Context: an optimization exercise on an open-source flow, tuned for small area, a short achievable clock period and few clock cycles per item. The choices shown serve that exercise and are no tape-out recipe.
RTL that was checked went through simulation tests only; none was proved equivalent to the original.
No functional check of the RTL was part of run 2.
No activity file was given, so power comes from the tool's default toggle rates.

==> design.v <==
module vcpu_decoder (
    input  wire        clk,
    input  wire        rst,         
    input  wire [63:0] in_data,
    input  wire [7:0]  in_oob,
    input  wire [3:0]  in_avail,
    output wire [3:0]  in_take,
    output reg         out_valid,
    output reg         out_ok,
    output reg  [2:0]  out_reason,
    output reg  [4:0]  out_len,
    output reg  [7:0]  out_op,
    output reg  [1:0]  out_size,
    output reg         out_dcr,
    output reg         out_scr,
    output reg  [3:0]  out_d_reg,
    output reg  [2:0]  out_d_mode,
    output wire [7:0]  out_d_xb,
    output reg  [63:0] out_d_val,
    output reg  [3:0]  out_s_reg,
    output reg  [2:0]  out_s_mode,
    output wire [7:0]  out_s_xb,
    output reg  [63:0] out_s_val
);
    localparam [2:0] R_UNKNOWN_OPCODE = 3'd1, R_UNKNOWN_EXT = 3'd2,
                     R_RESERVED_BITS = 3'd3, R_INVALID_ADDR = 3'd4, R_OOB = 3'd5;
    localparam [1:0] F_NONE = 2'd0, F_Z = 2'd1, F_U = 2'd2, F_B = 2'd3;
    localparam [2:0] RO_R = 3'd0, RO_W = 3'd1, RO_CNT = 3'd2, RO_OFF = 3'd3,
                     RO_OFF8 = 3'd4, RO_AW = 3'd5, RO_EA = 3'd6;
    localparam [2:0] ST_OP = 3'd0, ST_B1 = 3'd1, ST_DD = 3'd2, ST_SD = 3'd3,
                     ST_DPAY = 3'd4, ST_SPAY = 3'd5;
    function [1:0] fmt_of(input [7:0] op);
        case (op)
            8'h00, 8'h01, 8'h02, 8'h03: fmt_of = F_Z;
            8'h04, 8'h08, 8'h30, 8'h31,
            8'h40, 8'h41, 8'h42, 8'h43, 8'h44, 8'h45: fmt_of = F_U;
            8'h10, 8'h11, 8'h12, 8'h13,
            8'h20, 8'h21, 8'h22, 8'h23, 8'h24, 8'h25, 8'h26: fmt_of = F_B;
            default: fmt_of = F_NONE;
        endcase
    endfunction
    function [2:0] role_d_of(input [7:0] op);
        case (op)
            8'h04, 8'h30, 8'h25: role_d_of = RO_R;
            8'h08:               role_d_of = RO_OFF;
            8'h40, 8'h41, 8'h42, 8'h43, 8'h44, 8'h45: role_d_of = RO_OFF8;
            8'h26:               role_d_of = RO_AW;
            default:             role_d_of = RO_W;
        endcase
    endfunction
    function [2:0] role_s_of(input [7:0] op);
        case (op)
            8'h10, 8'h11, 8'h12, 8'h13: role_s_of = RO_CNT;
            8'h26:                      role_s_of = RO_EA;
            default:                    role_s_of = RO_R;
        endcase
    endfunction
    function desc_ok(input [7:0] desc, input [2:0] role, input crflag);
        reg [3:0] mode;
        reg       hi_reg;
        reg       admitted;
        begin
            mode   = desc[3:0];
            hi_reg = desc[7];
            case (role)
                RO_R:    admitted = (mode >= 4'd1 && mode <= 4'd5);
                RO_W:    admitted = (mode >= 4'd2 && mode <= 4'd5);
                RO_CNT:  admitted = (mode == 4'd1 || mode == 4'd3);
                RO_OFF:  admitted = (mode == 4'd1);
                RO_OFF8: admitted = (mode == 4'd1);
                RO_AW:   admitted = (mode == 4'd3) && hi_reg;
                RO_EA:   admitted = (mode == 4'd1 || mode == 4'd2 || mode == 4'd4 || mode == 4'd5);
                default: admitted = 1'b0;
            endcase
            desc_ok = (mode >= 4'd1 && mode <= 4'd5)
                   && (!crflag || (mode == 4'd3 && hi_reg))
                   && admitted
                   && (mode != 4'd5 || hi_reg);
        end
    endfunction
    function [4:0] plen_oh(input [2:0] mode, input [1:0] size);
        case (mode)
            3'd1:    plen_oh = (size == 2'd0) ? 5'b00010 : (size == 2'd1) ? 5'b00100 :
                               (size == 2'd2) ? 5'b01000 : 5'b10000;
            3'd2:    plen_oh = 5'b10000;
            3'd5:    plen_oh = 5'b00010;
            default: plen_oh = 5'b00001;
        endcase
    endfunction
    function [3:0] plen_of(input [2:0] mode, input [1:0] size);
        case (mode)
            3'd1:    plen_of = 4'd1 << size;
            3'd2:    plen_of = 4'd8;
            3'd5:    plen_of = 4'd1;
            default: plen_of = 4'd0;
        endcase
    endfunction
    function [2:0] b1_fail(input [7:0] op, input [7:0] b1);
        if (b1[5:2] != 4'd0)
            b1_fail = R_RESERVED_BITS;
        else if ((b1[7] || b1[6]) && op != 8'h20)
            b1_fail = R_INVALID_ADDR;
        else if (op[7:4] == 4'h4 && b1[1:0] != 2'd0)    
            b1_fail = R_INVALID_ADDR;
        else
            b1_fail = 3'd0;
    endfunction
    reg [2:0] state;
    reg [3:0] cnt;           
    wire [7:0] w [0:7];
    genvar gi;
    generate
        for (gi = 0; gi < 8; gi = gi + 1) begin : g_w
            assign w[gi] = in_data[8*gi +: 8];
        end
    endgenerate
    wire [7:0] o = in_oob;
    wire [3:0] av = in_avail;
    wire [7:0] a;
    assign a[0] = av[3] | av[2] | av[1] | av[0];
    assign a[1] = av[3] | av[2] | av[1];
    assign a[2] = av[3] | av[2] | (av[1] & av[0]);
    assign a[3] = av[3] | av[2];
    assign a[4] = av[3] | (av[2] & (av[1] | av[0]));
    assign a[5] = av[3] | (av[2] & av[1]);
    assign a[6] = av[3] | (av[2] & av[1] & av[0]);
    assign a[7] = av[3];
    assign out_d_xb = out_d_val[7:0];
    assign out_s_xb = out_s_val[7:0];
    wire st_op = (state == ST_OP);
    wire st_dp = (state == ST_DPAY);
    wire st_sp = (state == ST_SPAY);
    wire [1:0] h_fmt   = fmt_of(w[0]);
    wire       h_isZ   = (h_fmt == F_Z);
    wire       h_isU   = (h_fmt == F_U);
    wire       h_isB   = (h_fmt == F_B);
    wire       h_ext   = (w[0][7:4] == 4'hf);
    wire       h_bad0  = h_ext || (h_fmt == F_NONE);
    wire [2:0] h_b1r   = b1_fail(w[0], w[1]);
    wire       h_bad2  = !desc_ok(w[2], role_d_of(w[0]), w[1][7]);
    wire       h_bad3  = !desc_ok(w[3], role_s_of(w[0]), w[1][6]);
    wire [1:0] h_size  = w[1][1:0];
    wire [4:0] h_ldo   = plen_oh(w[2][2:0], h_size);    
    wire [4:0] h_lso   = plen_oh(w[3][2:0], h_size);
    wire [3:0] h_ls    = plen_of(w[3][2:0], h_size);
    wire       h_drr   = (w[2][2:0] == 3'd5);
    wire       h_srr   = (w[3][2:0] == 3'd5);
    wire       h_sfit  = h_isB && ((h_ldo[0] && !h_lso[4]) ||
                                   (h_ldo[1] && (h_lso[0] || h_lso[1] || h_lso[2])) ||
                                   (h_ldo[2] && (h_lso[0] || h_lso[1] || h_lso[2])));
    reg [7:0] h_end;
    always @(*) begin
        h_end = 8'd0;
        if (h_isZ)
            h_end[1] = 1'b1;
        else if (h_isU) begin
            h_end[2] = h_ldo[0] || h_ldo[4];
            h_end[3] = h_ldo[1];
            h_end[4] = h_ldo[2];
            h_end[6] = h_ldo[3];
        end else begin
            h_end[3] = h_ldo[4] || (h_ldo[0] && (h_lso[0] || h_lso[4]));
            h_end[4] = (h_ldo[0] && h_lso[1]) || (h_ldo[1] && (h_lso[0] || h_lso[3] || h_lso[4]));
            h_end[5] = (h_ldo[0] && h_lso[2]) || (h_ldo[1] && h_lso[1]) ||
                       (h_ldo[2] && (h_lso[0] || h_lso[3] || h_lso[4]));
            h_end[6] = (h_ldo[1] && h_lso[2]) || (h_ldo[2] && h_lso[1]);
            h_end[7] = (h_ldo[0] && h_lso[3]) || (h_ldo[2] && h_lso[2]) || h_ldo[3];
        end
    end
    wire [7:0] h_fail;
    assign h_fail[0] = h_bad0;
    assign h_fail[1] = (h_b1r != 3'd0);
    assign h_fail[2] = h_bad2;
    assign h_fail[3] = h_isB ? h_bad3 : (h_drr && w[3][3]);
    assign h_fail[4] = h_isB && (h_drr || (h_srr && h_ldo[0])) && w[4][3];
    assign h_fail[5] = h_isB && h_srr && h_ldo[1] && w[5][3];
    assign h_fail[6] = h_isB && h_srr && h_ldo[2] && w[6][3];
    assign h_fail[7] = 1'b0;
    wire [1:0] r_fmt  = fmt_of(out_op);
    wire [3:0] r_ld   = plen_of(out_d_mode, out_size);
    wire [3:0] r_ls   = (r_fmt == F_B) ? plen_of(out_s_mode, out_size) : 4'd0;
    wire [4:0] r_lso  = plen_oh(out_s_mode, out_size);
    wire       r_drr  = (out_d_mode == 3'd5);
    wire       r_srr  = (out_s_mode == 3'd5);
    wire dp_wide = st_dp && (cnt == 4'd8);
    wire sp_wide = st_sp && (cnt == r_ls);
    wire wide    = st_op || dp_wide || sp_wide;
    reg       s_bad;
    reg [2:0] s_rsn;
    always @(*) begin
        s_bad = 1'b0;
        s_rsn = R_INVALID_ADDR;
        case (state)
            ST_B1:   begin s_bad = (b1_fail(out_op, w[0]) != 3'd0); s_rsn = b1_fail(out_op, w[0]); end
            ST_DD:   s_bad = !desc_ok(w[0], role_d_of(out_op), out_dcr);
            ST_SD:   s_bad = !desc_ok(w[0], role_s_of(out_op), out_scr);
            ST_DPAY: s_bad = r_drr && w[0][3];
            ST_SPAY: s_bad = r_srr && w[0][3];
            default: ;
        endcase
    end
    reg [7:0] fl, en;
    always @(*) begin
        if (st_op) begin
            fl = h_fail;
            en = h_end;
        end else if (dp_wide) begin
            fl = 8'd0;
            en = 8'b1000_0000;
        end else if (sp_wide) begin
            fl = {7'd0, r_srr && w[0][3]};
            en = {r_lso[4], 3'd0, r_lso[3], 1'b0, r_lso[2], r_lso[1]};
        end else begin
            fl = {7'd0, s_bad};
            en = 8'b0000_0001;
        end
    end
    wire [7:0] stop = fl | o | en;
    reg  [7:0] f;            
    integer k;
    always @(*) begin
        f = 8'd0;
        for (k = 7; k >= 0; k = k - 1)
            if (stop[k]) f = 8'd1 << k;
    end
    wire       go    = |(f & a);                  
    wire       go_w  = go && wide;                
    wire       ser   = !go && a[0];               
    wire       fails = |(f & a & (fl | o));
    reg [3:0] take;
    always @(*) begin
        take = {3'd0, ser};
        for (k = 0; k < 8; k = k + 1)
            if (f[k] && a[k]) take = k + 1;
    end
    assign in_take = take;
    wire [2:0] w_rsn = |(f & o) ? R_OOB :
                       (st_op && f[0]) ? (h_ext ? R_UNKNOWN_EXT : R_UNKNOWN_OPCODE) :
                       (st_op && f[1]) ? h_b1r :
                       (!wide) ? s_rsn : R_INVALID_ADDR;
    reg [2:0] n_state;
    reg [3:0] n_cnt;
    reg       n_rec;
    always @(*) begin
        n_state = state;
        n_cnt   = cnt;
        n_rec   = 1'b0;
        if (go) begin
            if (fails)
                n_rec = 1'b1;
            else case (state)
                ST_OP:
                    if (h_isU && h_ldo[4] || h_isB && h_ldo[4]) begin
                        n_state = ST_DPAY; n_cnt = 4'd8;
                    end else if (h_isB && !h_lso[0] && !h_sfit) begin
                        n_state = ST_SPAY; n_cnt = h_ls;
                    end else
                        n_rec = 1'b1;
                ST_B1:
                    if (r_fmt == F_Z) n_rec = 1'b1;
                    else n_state = ST_DD;
                ST_DD:
                    if (r_fmt == F_B) n_state = ST_SD;
                    else if (plen_of(w[0][2:0], out_size) != 4'd0) begin
                        n_state = ST_DPAY; n_cnt = plen_of(w[0][2:0], out_size);
                    end else n_rec = 1'b1;
                ST_SD:
                    if (r_ld != 4'd0) begin
                        n_state = ST_DPAY; n_cnt = r_ld;
                    end else if (plen_of(w[0][2:0], out_size) != 4'd0) begin
                        n_state = ST_SPAY; n_cnt = plen_of(w[0][2:0], out_size);
                    end else n_rec = 1'b1;
                ST_DPAY:
                    if (cnt != 4'd1 && !dp_wide) n_cnt = cnt - 4'd1;
                    else if (r_ls != 4'd0) begin
                        n_state = ST_SPAY; n_cnt = r_ls;
                    end else n_rec = 1'b1;
                default:
                    if (cnt != 4'd1 && !sp_wide) n_cnt = cnt - 4'd1;
                    else n_rec = 1'b1;
            endcase
        end else if (ser) begin
            case (state)
                ST_OP:   n_state = ST_B1;
                ST_DPAY: n_cnt = cnt - 4'd1;
                default: n_cnt = cnt - 4'd1;
            endcase
        end
        if (n_rec) n_state = ST_OP;
    end
    wire       h_dn1  = h_drr || (h_size == 2'd0);
    wire       h_dn2  = !h_drr && (h_size == 2'd1);
    wire       h_dn4  = !h_drr && h_size[1];
    wire       h_sn1  = h_srr || (h_size == 2'd0);
    wire       h_sn2  = !h_srr && (h_size == 2'd1);
    wire       h_sn4  = !h_srr && h_size[1];
    wire       h_l0   = h_ldo[0];
    wire       h_l1   = h_ldo[1];
    wire       h_l2   = h_ldo[2];
    wire       h_se4  = h_l0 && h_sn1;
    wire       h_se5  = (h_l0 && h_sn2) || (h_l1 && h_sn1);
    wire       h_se6  = (h_l1 && h_sn2) || (h_l2 && h_sn1);
    wire       h_se7  = (h_l0 && h_sn4) || (h_l2 && h_sn2);
    wire dp_w  = dp_wide;
    wire sp_w  = sp_wide;
    wire dp_s  = st_dp && !dp_wide;
    wire sp_s  = st_sp && !sp_wide;
    wire r_sn1 = r_lso[1];
    wire r_sn2 = r_lso[2];
    wire r_sn4 = r_lso[3];
    wire r_sn8 = r_lso[4];
    wire du = st_op && h_isU;
    wire db = st_op && !h_isU;
    reg [7:0] d_b [0:7];
    reg [7:0] s_b [0:7];
    integer j;
    always @(*) begin
        d_b[0] = ({8{du && h_dn1}} & w[3]) | ({8{(du && h_dn2) || (db && h_dn1)}} & w[4])
               | ({8{db && h_dn2}} & w[5]) | ({8{du && h_dn4}} & w[6]) | ({8{db && h_dn4}} & w[7]);
        d_b[1] = ({8{du && h_dn2}} & w[3]) | ({8{db && h_dn2}} & w[4])
               | ({8{du && h_dn4}} & w[5]) | ({8{db && h_dn4}} & w[6]);
        d_b[2] = ({8{du && h_dn4}} & w[4]) | ({8{db && h_dn4}} & w[5]);
        d_b[3] = ({8{du && h_dn4}} & w[3]) | ({8{db && h_dn4}} & w[4]);
        d_b[4] = 8'd0; d_b[5] = 8'd0; d_b[6] = 8'd0; d_b[7] = 8'd0;
        s_b[0] = ({8{st_op && h_se4}} & w[4]) | ({8{st_op && h_se5}} & w[5])
               | ({8{st_op && h_se6}} & w[6]) | ({8{st_op && h_se7}} & w[7]);
        s_b[1] = ({8{st_op && h_l0 && h_sn2}} & w[4]) | ({8{st_op && h_l1 && h_sn2}} & w[5])
               | ({8{st_op && ((h_l2 && h_sn2) || (h_l0 && h_sn4))}} & w[6]);
        s_b[2] = ({8{st_op && h_l0 && h_sn4}} & w[5]);
        s_b[3] = ({8{st_op && h_l0 && h_sn4}} & w[4]);
        s_b[4] = 8'd0; s_b[5] = 8'd0; s_b[6] = 8'd0; s_b[7] = 8'd0;
        for (j = 0; j < 8; j = j + 1)
            d_b[j] = d_b[j] | ({8{dp_w}} & w[7 - j]);
        s_b[0] = s_b[0] | ({8{sp_w && r_sn1}} & w[0]) | ({8{sp_w && r_sn2}} & w[1])
               | ({8{sp_w && r_sn4}} & w[3]) | ({8{sp_w && r_sn8}} & w[7]);
        s_b[1] = s_b[1] | ({8{sp_w && r_sn2}} & w[0]) | ({8{sp_w && r_sn4}} & w[2])
               | ({8{sp_w && r_sn8}} & w[6]);
        s_b[2] = s_b[2] | ({8{sp_w && r_sn4}} & w[1]) | ({8{sp_w && r_sn8}} & w[5]);
        s_b[3] = s_b[3] | ({8{sp_w && r_sn4}} & w[0]) | ({8{sp_w && r_sn8}} & w[4]);
        for (j = 4; j < 8; j = j + 1)
            s_b[j] = s_b[j] | ({8{sp_w && r_sn8}} & w[7 - j]);
    end
    reg [63:0] n_dval, n_sval;
    reg [7:0]  d_en, s_en;
    always @(*) begin
        for (j = 0; j < 8; j = j + 1) begin
            d_en[j] = st_op || dp_w || (dp_s && (cnt == j + 1 || cnt == r_ld));
            s_en[j] = st_op || sp_w || (sp_s && (cnt == j + 1 || cnt == r_ls));
            n_dval[8*j +: 8] = d_b[j] | ({8{dp_s && (cnt == j + 1)}} & w[0]);
            n_sval[8*j +: 8] = s_b[j] | ({8{sp_s && (cnt == j + 1)}} & w[0]);
        end
    end
    wire [4:0] len_base = st_op ? 5'd0 : out_len;
    reg  [3:0] n_tk;
    always @(*) begin
        n_tk = 4'd1;
        for (k = 0; k < 8; k = k + 1)
            if (f[k] && a[k]) n_tk = k + 1;
    end
    wire [4:0] n_len = len_base + {1'b0, n_tk};
    wire ld_b1 = (state == ST_B1) && a[0];
    wire ld_dd = (state == ST_DD) && a[0];
    wire ld_sd = (state == ST_SD) && a[0];
    always @(posedge clk) begin
        for (k = 0; k < 8; k = k + 1) begin
            out_d_val[8*k +: 8] <= n_dval[8*k +: 8] | ({8{!d_en[k]}} & out_d_val[8*k +: 8]);
            out_s_val[8*k +: 8] <= n_sval[8*k +: 8] | ({8{!s_en[k]}} & out_s_val[8*k +: 8]);
        end
        cnt       <= n_cnt;
        out_len   <= ({5{a[0]}} & n_len) | ({5{!a[0]}} & out_len);
        out_ok     <= !fails;
        out_reason <= w_rsn;
        out_op     <= ({8{st_op}} & w[0]) | ({8{!st_op}} & out_op);
        {out_size, out_dcr, out_scr} <=
            ({4{st_op}} & {w[1][1:0], w[1][7], w[1][6]}) |
            ({4{ld_b1}} & {w[0][1:0], w[0][7], w[0][6]}) |
            ({4{!st_op && !ld_b1}} & {out_size, out_dcr, out_scr});
        {out_d_reg, out_d_mode} <=
            ({7{st_op}} & {w[2][7:4], w[2][2:0]}) |
            ({7{ld_dd}} & {w[0][7:4], w[0][2:0]}) |
            ({7{!st_op && !ld_dd}} & {out_d_reg, out_d_mode});
        {out_s_reg, out_s_mode} <=
            ({7{st_op}} & {w[3][7:4], w[3][2:0]}) |
            ({7{ld_sd}} & {w[0][7:4], w[0][2:0]}) |
            ({7{!st_op && !ld_sd}} & {out_s_reg, out_s_mode});
        if (rst) begin
            state     <= ST_OP;
            out_valid <= 1'b0;
        end else begin
            state     <= n_state;
            out_valid <= n_rec;
        end
    end
endmodule
==> flow/run.sh <==
#!/bin/bash
# The standard layout, with the smallest buffer (buf_1) on every input and
# output port in place of ORFS's default port buffer (clkdlybuf4s50_1); the
# resizer still upsizes any port buffer that timing or slew needs.
set -euo pipefail
export BUFFER_PORTS_ARGS="-buffer_cell sky130_fd_sc_hd__buf_1"
bash standard.sh > standard_flow.log 2>&1
==> standard.sh <==
#!/bin/bash
# synth_recipe.tcl (not shown) runs the flow's synth.tcl, then flattens the netlist and writes it again
# the make line also repeats each setting of config.mk as NAME=value (left out here)
make -C /OpenROAD-flow-scripts/flow DESIGN_CONFIG=/design/flow/config.mk WORK_HOME=/design/flow/orfs CLKGATE_MAP_FILE= SYNTH_SCRIPT=/design/flow/synth_recipe.tcl "${@:-finish}"
==> config.mk <==
export PLATFORM = sky130hd
export DESIGN_NAME = vcpu_decoder
export DESIGN_NICKNAME = vcpu_decoder
export VERILOG_FILES = /design/flow/design.v
export SDC_FILE = /design/flow/constraint.sdc
export NUM_CORES = 4
export LEC_CHECK = 0
export ABC_AREA = 1
export CAP_MARGIN = 20
export CORE_MARGIN = 2
export CORE_UTILIZATION = 40
export SETUP_SLACK_MARGIN = 0.4
export SLEW_MARGIN = 20
==> constraint.sdc <==
create_clock -name core_clock -period 5.0 [get_ports {clk}]
set_input_delay 1.0000 -clock core_clock [delete_from_list [all_inputs] [get_ports {clk}]]
set_output_delay 1.0000 -clock core_clock [all_outputs]
set_load 0.01 [all_outputs]
==> run summary, run 1 <==
Clocking:
- Buffers inserted to repair hold after CTS numbered 0.
- After clock tree synthesis, the clock-pin slew on the worst setup and hold paths is approximately 0.09 ns.
- TritonCTS built the clock tree.
- The depth of the CTS H-tree is 4.
- CTS saw 171 sinks.
- The buffer depth of the longest clock path is 2.
- The number of buffers added by the clock tree synthesis step is 17.
- In this run the clock root is driven by a sky130_fd_sc_hd__clkbuf_16.
- The later pin in the worst-skew pair is clocked with a latency of around 0.45 ns.

Setup path:
- For this design, the slowest cell found on the critical path is sky130_fd_sc_hd__nor2_4.
- The category of the most critical setup path is in -> out.
- In this design, the largest share of critical-path delay is due to simple AND/OR/NAND/NOR gates.
- Counting cells, the worst reg-to-reg path comes to 23.
- The sum of buffers and inverters on the critical path is 6.
- Traced cell by cell, the critical path runs through buf_2 > inv_2 > nor2_4 > nand2_2 > inv_1 > nand4_1 > nand2_1 > nand3_1 > nand2_1 > nand3_2 > inv_1 > nand3_2 > nor2_2 > nand3_1 > nand2_1 > clkinv_1 > nand2_2 > nor2_4 > nand2_2 > nand3_1 > buf_1.
- Of all nets on the critical path, the largest fanout is 7.
- In this run the register-to-register setup slack is about 0.90 ns.
- The kind of end point of the critical path is a primary output.
- The arrival time of the worst setup path is between 3 and 4 ns.
- The worst setup path is launched from an input port.
- The required time of the critical path is approximately 4 ns.
- In this design, the stage delay of the slowest critical-path cell is roughly 0.22 ns.

Detailed routing:
- The length of the first detailed-routing pass in iterations is 7.
- The met1 layer wirelength in the final routing is between 15000 and 20000 um.
- Summed over all nets, wire length on met3 after detailed routing comes to roughly 4300 um.
- The residual DRC count is 0.
- Signal routing reaches up to met4.
- The number of vias after detailed routing is about 12000.
- The average via count per standard cell is around 5.8.
- The average wire per cell in the routed design is between 20 and 25 um.
- The iteration-0 DRC count of the detailed router is 1336.
- Summed over all nets, wire length on met2 after detailed routing comes to between 20000 and 25000 um.
- The wire length after detailed routing is ~47000 um.
- The number of nets with antenna violations after detailed routing is 0.

Run:
- The tool flagged a number of max-cap violations equal to 0.

Placed design:
- Once detailed placement completed, the half-perimeter wirelength came to around 35000 um.
- The setup slack at placement is ~0.13 ns.
- The congestion estimate from routability-driven global placement came to about 1.0.
- In this run the tool buffered the top-level ports with around 260 buffer cells.

Final layout:
- The layout cell share with drive strength beyond 1 is roughly 11%.
- The area growth from synthesis to layout is 23.3%.
- The number of antenna diodes is 0.
- After the last flow step, the layout net total stands at between 1500 and 2000.
- The largest registers in the layout are out_d_val x64, out_s_val x64.

Synthesis:
- The portion of the post-synthesis area used by sequential elements is ~36%.
- The synthesized netlist contains 50 unique library cells.
- The most instantiated library cell after synthesis is sky130_fd_sc_hd__nand2_1.
- The post-synthesis instance total is 1459.
- The post-synthesis average cell area is 6.91 sq um.
- By area the synthesized netlist is led by sky130_fd_sc_hd__dfxtp_1 (31%), sky130_fd_sc_hd__nand2_1 (15%), sky130_fd_sc_hd__o221ai_1 (6.9%).
- After synthesis, the most frequently instantiated cells are sky130_fd_sc_hd__nand2_1 (397), sky130_fd_sc_hd__inv_1 (181), sky130_fd_sc_hd__nor2_1 (156), sky130_fd_sc_hd__dfxtp_1 (154), sky130_fd_sc_hd__o221ai_1 (80).
- The number of nets handed over by synthesis was 1546.
- The post-synthesis cell area is slightly above 0.01 sq mm.
- During synthesis, Yosys emitted a total of 3 warnings.
- The synthesized design devotes to its leading area cell type 30.6% of total area.
- The post-synthesis cell type with the largest combined area is sky130_fd_sc_hd__dfxtp_1.
- In the synthesized netlist the async set-or-reset flop fraction comes to 0%.
- The synthesized design contains between 150 and 200 register bits.
- The number of synthesized flops with an enable pin is 17.
- For this run, the leading register cell type out of synthesis is sky130_fd_sc_hd__dfxtp_1.

Floorplan:
- The full die area is roughly 0.027 sq mm.
- ~260 I/O pins were placed.
- The total core area is around 0.025 sq mm.
- The die width is 163 um.
- Once the floorplan was initialized, standard cells occupied 40.4% of the core.
- The cell row count is 58.
- The die height is ~160 um.

Min path:
- The class of the tightest hold or removal check is reg -> reg.
- The path with the worst hold slack has its endpoint at out_d_val[62].
- The worst hold path begins at out_d_val[62].
- Counting instances, the worst hold path has a depth of 2.

STA:
- For this run, the top clock speed supported by timing is 0.227 GHz.
- The number of hold violations in the final report was 0.
- The post-route fraction of the period consumed by the critical path is between 80% and 90%.
- Setup repair after global routing left no endpoint under its margin.
- The clock skew after layout is 0.0226 ns.
- Subtracting the final worst setup slack from the clock period gives approximately 4.4 ns.
- The slew of the pin with the lowest slew margin is 1.02 ns.
- The number of max-slew violations in the final report is 0.
- The setup violation total in the final timing report is 0.
- The setup TNS after final layout is 0 ns.
- The slack of the critical path is 0.586 ns.
- Measured against its own limit, the worst slew margin works out to around a third.

Power and ir drop:
- The worst-case IR drop observed on VDD is about 0.00019 V.
- The power per cell area is ~280 mW/mm^2.
- Cell internal power was estimated by the tool at about 0.0023 W.
- The switching fraction of total power is between 30% and 40%.
- The combinational share of power is 15.3%.
- Per report_power, the sequential group accounts for 42.9% of the total.
- The part of the power in the clock network is between 40% and 50%.
- The post-layout total power is 0.00350 W.
- The net switching power is between 0.001 and 0.0015 W.
- The analysis attributes to cell leakage a power of between 5 and 6 nW.

Global route:
- Summed over all layers, the global routing overflow is 0.
- The via count of the first global-routing pass came to approximately 11000.
- Entering global routing, the biggest net connects 35 pins.
- The combined global-route utilization of all metal layers is between 30% and 40%.
- The initial antenna violation count is 0.
- The first-pass GRT wire length is slightly below 70000 um.

Run status:
- The flow ran to the end and the layout has no timing, DRC or antenna violations.
## worst reg2reg max path, cell delays in order (launching register included)
cell and delay, ns:
sky130_fd_sc_hd__edfxtp_1 0.50, sky130_fd_sc_hd__nand2_2 0.15, sky130_fd_sc_hd__nor2_2 0.07, sky130_fd_sc_hd__nand2_4 0.09, sky130_fd_sc_hd__nand3_4 0.16, sky130_fd_sc_hd__nand2_1 0.18
sky130_fd_sc_hd__nand2_1 0.07, sky130_fd_sc_hd__nand2_1 0.06, sky130_fd_sc_hd__nand2_1 0.08, sky130_fd_sc_hd__nor2_4 0.21, sky130_fd_sc_hd__nand3_2 0.13, sky130_fd_sc_hd__nand2_1 0.21
sky130_fd_sc_hd__inv_2 0.06, sky130_fd_sc_hd__nand2_1 0.08, sky130_fd_sc_hd__nor2_2 0.05, sky130_fd_sc_hd__nand3_2 0.09, sky130_fd_sc_hd__inv_1 0.09, sky130_fd_sc_hd__nor4b_1 0.40
sky130_fd_sc_hd__buf_4 0.19, sky130_fd_sc_hd__ha_1 0.16, sky130_fd_sc_hd__inv_1 0.06, sky130_fd_sc_hd__fa_1 0.41, sky130_fd_sc_hd__o21ai_0 0.24, sky130_fd_sc_hd__xnor2_1 0.10
## timing repair
item / 4_1_cts / 5_1_grt
resized for setup: 2 / 44
pin swaps: 0 / 11
setup endpoints to repair: 1 / 5
buffers inserted: 0 / 16
## metrics by stage
step | util (%) | cells | cell area, sq um | hold slack [ns]
2_1_floorplan | - | 1459 | 10100 | 0.452
3_3_place_gp | 46.3 | 2042 | 11500 | 0.439
3_5_place_dp | 46.3 | 2042 | 11500 | 0.449
4_1_cts | 48.8 | 2074 | 12200 | 0.473
5_1_grt | 49.8 | 2090 | 12400 | 0.494
6_report | 49.8 | 2090 | 12400 | 0.470
## layout by cell type, fill, tap and decap left out, types with 4 or more instances in the layout
cell	netlist	final
sky130_fd_sc_hd__ha_1	8	8
sky130_fd_sc_hd__a221oi_1	16	16
sky130_fd_sc_hd__o211ai_1	10	10
sky130_fd_sc_hd__a2111oi_0	4	4
sky130_fd_sc_hd__nand2_1	397	393
sky130_fd_sc_hd__a31oi_1	5	5
sky130_fd_sc_hd__nor2_1	156	144
sky130_fd_sc_hd__nand3_1	69	68
sky130_fd_sc_hd__buf_6	0	5
sky130_fd_sc_hd__o2111ai_1	42	42
sky130_fd_sc_hd__a21oi_1	47	47
sky130_fd_sc_hd__clkbuf_2	1	7
sky130_fd_sc_hd__o22ai_1	39	39
sky130_fd_sc_hd__inv_12	0	6
sky130_fd_sc_hd__a221o_1	4	4
sky130_fd_sc_hd__clkbuf_16	0	17
sky130_fd_sc_hd__inv_1	181	176
sky130_fd_sc_hd__edfxtp_1	17	17
sky130_fd_sc_hd__nor2_4	9	12
sky130_fd_sc_hd__clkinv_1	5	4
sky130_fd_sc_hd__dfxtp_1	154	154
sky130_fd_sc_hd__nand2_2	14	17
sky130_fd_sc_hd__nor3_1	14	13
sky130_fd_sc_hd__buf_4	19	58
sky130_fd_sc_hd__buf_1	5	253
sky130_fd_sc_hd__nand4_1	11	11
sky130_fd_sc_hd__xor2_1	4	4
sky130_fd_sc_hd__o221ai_1	80	80
sky130_fd_sc_hd__o21ai_0	46	45
sky130_fd_sc_hd__nand3_2	9	9
sky130_fd_sc_hd__nor2_2	7	16
sky130_fd_sc_hd__o21ai_1	7	7
sky130_fd_sc_hd__inv_2	17	22
## metal layers
layer,vias up,track usage (%)
li1,5579,-
met1,5621,45.5
met2,752,53.1
met3,164,6.67
met4,0,17.3
met5,-,0
## layout make-up
class,count,area [sq um]
multi-input combinational,1030,5540
tap,330,413
clock inverter,15,215
clock buffer,17,425
sequential,171,3590
timing repair buffer,324,1480
fill,2660,12500
inverter,203,766
## power groups by stage
stage	Combinational [W]	Clock [W]	Sequential, W
final	0.000537	0.00146	0.00150
after global routing	0.000571	0.00153	0.00151
after CTS	0.000505	0.00148	0.00150
after detailed placement	0.000502	0	0.00153
after global placement	0.000504	0	0.00153
after floorplan	0.000261	0	0.00155
## cell families (layout without fill, tap and decap cells)
group                    after synthesis  in the layout  share of synthesized area (%)
multiplexers                           3              3                          0.298
buffers and inverters                258            559                           10.4
flip-flops                           171            171                           35.6
AO/OA/AOI/OAI                        313            313                           22.2
XOR/XNOR                               7              7                          0.608
adder cells (fa/ha/maj)                9              9                           1.19
AND/OR/NAND/NOR                      698            698                           29.7
## worst max-delay path by stage
stage | startpoint | to | slack (ns) | depth (start not counted)
final | in_data[16] | in_take[0] | 0.59 | 21
after detailed placement | in_data[16] | register | 0.13 | 23
after global routing | in_data[16] | in_take[0] | 0.38 | 23
after global placement | in_data[16] | register | 0.01 | 23
after CTS | in_data[2] | in_take[0] | 0.48 | 21
after floorplan | in_data[4] | in_take[0] | 1.08 | 19
Testbench counts, summed over its fixed seeds: cycles 19,091, insns 13,919.
==> run 2: changes to the inputs <==
--- a/design.v
+++ b/design.v
@@ -159,12 +159,12 @@
             h_end[4] = h_ldo[2];
             h_end[6] = h_ldo[3];
         end else begin
-            h_end[3] = h_ldo[4] || (h_ldo[0] && (h_lso[0] || h_lso[4]));
+            h_end[3] = h_ldo[0] && (h_lso[0] || h_lso[4]);
             h_end[4] = (h_ldo[0] && h_lso[1]) || (h_ldo[1] && (h_lso[0] || h_lso[3] || h_lso[4]));
             h_end[5] = (h_ldo[0] && h_lso[2]) || (h_ldo[1] && h_lso[1]) ||
                        (h_ldo[2] && (h_lso[0] || h_lso[3] || h_lso[4]));
             h_end[6] = (h_ldo[1] && h_lso[2]) || (h_ldo[2] && h_lso[1]);
-            h_end[7] = (h_ldo[0] && h_lso[3]) || (h_ldo[2] && h_lso[2]) || h_ldo[3];
+            h_end[7] = (h_ldo[0] && h_lso[3]) || (h_ldo[2] && h_lso[2]) || h_ldo[3] || h_ldo[4];
         end
     end
     wire [7:0] h_fail;
@@ -184,7 +184,8 @@
     wire       r_srr  = (out_s_mode == 3'd5);
     wire dp_wide = st_dp && (cnt == 4'd8);
     wire sp_wide = st_sp && (cnt == r_ls);
-    wire wide    = st_op || dp_wide || sp_wide;
+    wire dp4     = st_dp && (cnt == 4'd4);
+    wire wide    = st_op || dp_wide || sp_wide || dp4;
     reg       s_bad;
     reg [2:0] s_rsn;
     always @(*) begin
@@ -207,6 +208,9 @@
         end else if (dp_wide) begin
             fl = 8'd0;
             en = 8'b1000_0000;
+        end else if (dp4) begin
+            fl = {3'd0, r_srr && w[4][3], 4'd0};
+            en = {r_lso[3], 1'b0, r_lso[2], r_lso[1], r_lso[0] || r_lso[4] || (r_fmt != F_B), 3'd0};
         end else if (sp_wide) begin
             fl = {7'd0, r_srr && w[0][3]};
             en = {r_lso[4], 3'd0, r_lso[3], 1'b0, r_lso[2], r_lso[1]};
@@ -250,8 +254,10 @@
                 n_rec = 1'b1;
             else case (state)
                 ST_OP:
-                    if (h_isU && h_ldo[4] || h_isB && h_ldo[4]) begin
+                    if (h_isU && h_ldo[4]) begin
                         n_state = ST_DPAY; n_cnt = 4'd8;
+                    end else if (h_isB && h_ldo[4]) begin
+                        n_state = ST_DPAY; n_cnt = 4'd4;
                     end else if (h_isB && !h_lso[0] && !h_sfit) begin
                         n_state = ST_SPAY; n_cnt = h_ls;
                     end else
@@ -271,7 +277,11 @@
                         n_state = ST_SPAY; n_cnt = plen_of(w[0][2:0], out_size);
                     end else n_rec = 1'b1;
                 ST_DPAY:
-                    if (cnt != 4'd1 && !dp_wide) n_cnt = cnt - 4'd1;
+                    if (dp4) begin
+                        if (r_lso[4] && r_fmt == F_B) begin
+                            n_state = ST_SPAY; n_cnt = 4'd8;
+                        end else n_rec = 1'b1;
+                    end else if (cnt != 4'd1 && !dp_wide) n_cnt = cnt - 4'd1;
                     else if (r_ls != 4'd0) begin
                         n_state = ST_SPAY; n_cnt = r_ls;
                     end else n_rec = 1'b1;
@@ -303,7 +313,7 @@
     wire       h_se7  = (h_l0 && h_sn4) || (h_l2 && h_sn2);
     wire dp_w  = dp_wide;
     wire sp_w  = sp_wide;
-    wire dp_s  = st_dp && !dp_wide;
+    wire dp_s  = st_dp && !dp_wide && !dp4;
     wire sp_s  = st_sp && !sp_wide;
     wire r_sn1 = r_lso[1];
     wire r_sn2 = r_lso[2];
@@ -331,6 +341,15 @@
         s_b[4] = 8'd0; s_b[5] = 8'd0; s_b[6] = 8'd0; s_b[7] = 8'd0;
         for (j = 0; j < 8; j = j + 1)
             d_b[j] = d_b[j] | ({8{dp_w}} & w[7 - j]);
+        for (j = 4; j < 8; j = j + 1)
+            d_b[j] = d_b[j] | ({8{db && h_ldo[4]}} & w[11 - j]);
+        for (j = 0; j < 4; j = j + 1)
+            d_b[j] = d_b[j] | ({8{dp4}} & w[3 - j]);
+        s_b[0] = s_b[0] | ({8{dp4 && r_sn1}} & w[4]) | ({8{dp4 && r_sn2}} & w[5])
+               | ({8{dp4 && r_sn4}} & w[7]);
+        s_b[1] = s_b[1] | ({8{dp4 && r_sn2}} & w[4]) | ({8{dp4 && r_sn4}} & w[6]);
+        s_b[2] = s_b[2] | ({8{dp4 && r_sn4}} & w[5]);
+        s_b[3] = s_b[3] | ({8{dp4 && r_sn4}} & w[4]);
         s_b[0] = s_b[0] | ({8{sp_w && r_sn1}} & w[0]) | ({8{sp_w && r_sn2}} & w[1])
                | ({8{sp_w && r_sn4}} & w[3]) | ({8{sp_w && r_sn8}} & w[7]);
         s_b[1] = s_b[1] | ({8{sp_w && r_sn2}} & w[0]) | ({8{sp_w && r_sn4}} & w[2])
@@ -344,8 +363,9 @@
     reg [7:0]  d_en, s_en;
     always @(*) begin
         for (j = 0; j < 8; j = j + 1) begin
-            d_en[j] = st_op || dp_w || (dp_s && (cnt == j + 1 || cnt == r_ld));
-            s_en[j] = st_op || sp_w || (sp_s && (cnt == j + 1 || cnt == r_ls));
+            d_en[j] = st_op || dp_w || (dp4 && (j < 4 || r_ld != 4'd8)) ||
+                      (dp_s && (cnt == j + 1 || cnt == r_ld));
+            s_en[j] = st_op || sp_w || dp4 || (sp_s && (cnt == j + 1 || cnt == r_ls));
             n_dval[8*j +: 8] = d_b[j] | ({8{dp_s && (cnt == j + 1)}} & w[0]);
             n_sval[8*j +: 8] = s_b[j] | ({8{sp_s && (cnt == j + 1)}} & w[0]);
         end
--- a/config.mk
+++ b/config.mk
@@ -9,5 +9,4 @@
 export CAP_MARGIN = 20
 export CORE_MARGIN = 2
 export CORE_UTILIZATION = 40
-export SETUP_SLACK_MARGIN = 0.4
 export SLEW_MARGIN = 20
==> run 2 against run 1 <==
Compared with the run above:
- critical path depth down 4
- still clean on timing, DRC and antenna
- synthesized cell count is 2.8% higher
- sequential cell count unchanged
- largest cell class unchanged
- non-clock buffer count up 2
- clock skew decreased by 0.0031 ns
- cell count up 2.2%
==> run summary, run 2 <==
Run status:
- The run finished with no timing, DRC or antenna violations.

Floorplan:
- The I/O pin count was 262 (unchanged).
- The cell row count came to 59 (+1.7%).
- The die width is 165 um (+1.5%).
- The total core area is 0.0258 sq mm (+3.2%).
- The initial core utilization is 40.4% (about the same).
- The die height came to 165 um (+1.5%).
- The full die area was 0.0273 sq mm (+3.1%).

STA:
- The setup violation total in the final timing report is 0 (unchanged).
- Setup repair after global routing left no endpoint under its margin.
- The number of hold violations in the final report was 0 (unchanged).
- The post-layout minimum cycle time was 4.81 ns (+0.398 ns).
- The timing-limited maximum frequency is 0.208 GHz (-8.3%).
- The number of max-slew violations in the final report is 0 (unchanged).
- The slew of the pin with the lowest slew margin came to 1.00 ns (-0.0127 ns).
- The clock skew after layout is 0.0195 ns (-0.00310 ns).
- The setup TNS after final layout was 0 ns (unchanged).
- The slack of the critical path is 0.188 ns (-0.398 ns).
- The post-route fraction of the period consumed by the critical path was 96.2% (+8.0 points).
- The remaining max-slew budget at the tightest pin is 32.9% (+1.1 points).

Setup path:
- In this run the critical register-to-register path is launched from state[2].
- The reg2reg setup slack is 0.74 ns (-0.16 ns).
- The required time of the critical path is 4.00 ns (about the same).
- The largest fanout on the critical path is 12 (+5).
- Tracing the worst setup path back leads to its startpoint at state[2].
- STA classifies the critical path startpoint as a register.
- The worst-case reg-to-reg path depth is 16 (-30%).
- The critical path is of the reg -> out type.
- In this run the worst setup path terminates at in_take[0].
- STA classifies the critical path endpoint as a primary output.
- The arrival time of the worst setup path was 3.81 ns (+0.40 ns).

Clocking:
- The insertion delay of the later-clocked pin in the worst-skew pair is 0.45 ns (about the same).
- TritonCTS built the clock tree.
- The register clock-pin slew on the reported worst setup and hold paths is 0.09 ns (about the same).
- The number of buffers added by the clock tree synthesis step is 17 (unchanged).
- The number of hold buffers added after CTS was 0 (unchanged).
- The total number of clock tree sinks is 171 (unchanged).
- The depth of the CTS H-tree is 4 (unchanged).
- CTS placed an instance of sky130_fd_sc_hd__clkbuf_16 at the clock tree root.
- The buffer depth of the longest clock path is 2 (unchanged).

Final layout:
- The area added between synthesis and finish is 21.8%.
- The end-of-flow core utilization is 49.2% (-0.65 points).
- The total area of multi-input combinational cells came to 0.00573 sq mm (+3.5%).
- The number of standard cells in the layout, taps in and fillers out is 2137 (+2.2%).
- The register area is 0.00359 sq mm (unchanged).
- The most common library cell in the layout ignoring fill and taps is sky130_fd_sc_hd__nand2_1.
- The top cell types in the final layout, fill and taps aside, are sky130_fd_sc_hd__nand2_1 (325), sky130_fd_sc_hd__buf_1 (260), sky130_fd_sc_hd__inv_1 (199).
- The filler cell count came to 2742 (+3.1%).
- The largest registers in the layout are out_d_val x64, out_s_val x64.
- The layout cell share with drive strength beyond 1 is 8.50% (-2.6 points).
- The layout net count is 1877 (+2.3%).

Synthesis:
- The async set-or-reset flop fraction in the synthesized netlist was 0% (unchanged).
- Sorting the synthesized cells by area gives the leading types as sky130_fd_sc_hd__dfxtp_1 (30%), sky130_fd_sc_hd__nand2_1 (12%), sky130_fd_sc_hd__inv_1 (7.2%).
- The total number of yosys warnings was 3 (unchanged).
- The most instantiated library cell after synthesis is sky130_fd_sc_hd__nand2_1.
- The most used flip-flop cell after synthesis is sky130_fd_sc_hd__dfxtp_1.
- The number of synthesized register bits is 171 (unchanged).
- The count of different cell masters after synthesis is 57 (+14%).
- The post-synthesis cell area is 0.0104 sq mm (+3.1%).
- The post-synthesis instance total was 1500 (+2.8%).
- The portion of the post-synthesis area used by sequential elements was 34.5% (-1.1 points).
- The share of the synthesized area in the top cell type is 29.6% (-0.93 points).
- The number of nets produced by synthesis was 1589 (+2.8%).
- The number of synthesized flops with an enable pin is 17 (unchanged).
- The largest total area in the synthesized netlist belongs to sky130_fd_sc_hd__dfxtp_1.
- By count the netlist is led by sky130_fd_sc_hd__nand2_1 (326), sky130_fd_sc_hd__inv_1 (199), sky130_fd_sc_hd__nor2_1 (176), sky130_fd_sc_hd__dfxtp_1 (154), sky130_fd_sc_hd__nand3_1 (80).
- The post-synthesis average cell area is 6.93 sq um (+0.32%).

Global route:
- The first-pass GRT wire length is 78500 um (+16%).
- The pin count of the biggest net entering global routing is 27 (-23%).
- The initial antenna violation count came to 1 (+1).
- The residual overflow from global routing is 0 (unchanged).
- The via count of the first global-routing pass is 12100 (+9.6%).
- The combined global-route utilization of all metal layers came to 39.5% (+5.2 points).

Power and ir drop:
- The worst IR drop on VDD is 0.000239 V (+23%).
- The power per cell area is 282 mW/mm^2 (+0.16%).
- The post-layout total power came to 0.00357 W (+2.0%).
- The leakage power of the design was 5.31 nW (+3.0%).

Detailed routing:
- The average via count per standard cell is 6.08 (+4.8%).
- The length of the first detailed-routing pass in iterations is 6 (-1).
- The number of vias after detailed routing was 13000 (+7.2%).
- The number of nets with antenna violations after detailed routing is 0 (unchanged).
- The wire length after detailed routing is 54500 um (+16%).
- The iteration-0 DRC count of the detailed router came to 1547 (+16%).
- The average wire per cell in the routed design is 25.5 um (+14%).
- The residual DRC count is 0 (unchanged).

Min path:
- The depth of the worst hold-timing path is 2 (unchanged).
- The class of the tightest hold or removal check is reg -> reg.
- In this run the most critical hold path is launched from out_d_val[60].

Placed design:
- The total instance count after detailed placement was 2103 (+3.0%).
- The quantity of I/O buffers inserted on ports came to 261 (unchanged).
- The global placer's final weighted congestion came to 1.02 (+0.68%).
- The post-DP HPWL was 41600 um (+17%).
- The setup slack at placement is 0.240 ns (+0.113 ns).

Run:
- The count of max-cap constraint violations is 0 (unchanged).
[run 2: cell count changes after synthesis, moves of 8 or more]
cell	delta
sky130_fd_sc_hd__a22oi_1	+8
sky130_fd_sc_hd__o22ai_1	+20
sky130_fd_sc_hd__clkbuf_1	+10
sky130_fd_sc_hd__nand3_1	+11
sky130_fd_sc_hd__a221oi_1	+9
sky130_fd_sc_hd__o21ai_0	+23
sky130_fd_sc_hd__inv_1	+18
sky130_fd_sc_hd__a221o_1	+18
sky130_fd_sc_hd__nor2_1	+20
sky130_fd_sc_hd__o221ai_1	-21
sky130_fd_sc_hd__nand2_1	-71
sky130_fd_sc_hd__a21oi_1	+19
[run 2: worst min-delay path by stage]
| stage | endpoint | slack (ns) |
|---|---|---|
| finish | out_d_val[60] | 0.46 |
| global route | out_d_val[62] | 0.47 |
| CTS | out_d_val[62] | 0.46 |
| detailed placement | out_d_val[60] | 0.44 |
| global placement | out_d_val[62] | 0.43 |
| floorplan | out_d_val[56] | 0.47 |
[run 2: power breakdown]
part / switching [W] / leakage, nW / internal, W
Clock: 0.000783 / 0.308 / 0.000709
Sequential: 0.0000592 / 1.45 / 0.00145
Combinational: 0.000410 / 3.56 / 0.000161
Total: 0.00125 / 5.31 / 0.00232
[run 2: logic make-up (layout without fill, tap and decap cells)]
kind of cell               after synthesis  after routing  synth area share, %
DFF                                    171            171                 34.5
xor gates and xnor gates                 8              8                0.674
and+or+nand+nor                        649            649                 26.5
adders and majority gates               11             11                 1.40
muxes                                    1              1               0.0962
AOI/OAI and AO/OA                      387            387                 26.1
other                                    0              1                    0
buffers and inverters                  273            574                 10.7
[run 2: area by class of cell]
type	instances	share of cell area, %
Sequential cell	171	28.4
Antenna cell	1	0.0198
Timing Repair Buffer	326	11.6
Inverter	216	6.40
Clock inverter	15	1.69
Tap cell	335	3.31
Multi-Input combinational cell	1056	45.3
Clock buffer	17	3.36
[run 2: metrics by stage]
step                      hold slack (ns)  instance area (sq um)
after floorplan                     0.472                  10400
after global placement              0.429                  12000
after detailed placement            0.441                  12000
after CTS                           0.456                  12600
after global routing                0.471                  12700
final                               0.455                  12700
[run 2: worst max-delay path, cell delays in order, from the launching register on]
cell	delay, ns
sky130_fd_sc_hd__dfxtp_1	0.45
sky130_fd_sc_hd__inv_1	0.14
sky130_fd_sc_hd__nor2_1	0.56
sky130_fd_sc_hd__inv_1	0.34
sky130_fd_sc_hd__nor2_1	0.24
sky130_fd_sc_hd__nor2_1	0.08
sky130_fd_sc_hd__nand2_1	0.19
sky130_fd_sc_hd__inv_1	0.10
sky130_fd_sc_hd__o21ai_2	0.13
sky130_fd_sc_hd__nand3_4	0.23
sky130_fd_sc_hd__nand2_2	0.12
sky130_fd_sc_hd__inv_2	0.05
sky130_fd_sc_hd__a21oi_4	0.13
sky130_fd_sc_hd__inv_2	0.06
sky130_fd_sc_hd__nor2_4	0.13
sky130_fd_sc_hd__nand2_4	0.05
sky130_fd_sc_hd__o2111ai_1	0.18
sky130_fd_sc_hd__buf_1	0.18
[run 2: layer usage]
metal	wire (um)	track usage, %	up-vias
met4	3550	21.9	0
met2	23400	60.3	883
met3	6110	10.2	225
met5	0	0	-
li1	-	-	5802
met1	21500	50.7	6077
[run 2: what timing repair did]
action                     4_1_cts  5_1_grt
gates resized for setup          1        7
hold endpoints to repair         0        0
buffers inserted                 0        1
setup endpoints to repair        1        4

port drivers added, routing unchanged:
No port has a modelled driver above. Below, the same layouts with a new extraction and two added sets of constraints.
Step 1 sets driving cells, clkbuf_16 on the clock port and buf_2 on the other inputs (assumed; they add their load-dependent delay and slew).
Step 2, shift: input delay + t, output delay - t, t = (earliest + latest rising clock arrival at the registers) / 2. This alone moves slack from input paths to output paths.
Three values: ideal ports, drivers, drivers and shift; two values: the first two.
run	shift t [ns]	setup WS [ns]	worst setup path at the end
run 1	0.494	0.586 / 0.555 / 0.318	input to register
run 2	0.492	0.188 / 0.139 / 0.228	input to output
After both steps setup and hold are still met in every run listed. The setup slack of run 1, which loses most, moves by -0.031 ns with the drivers and by -0.268 ns with both steps.
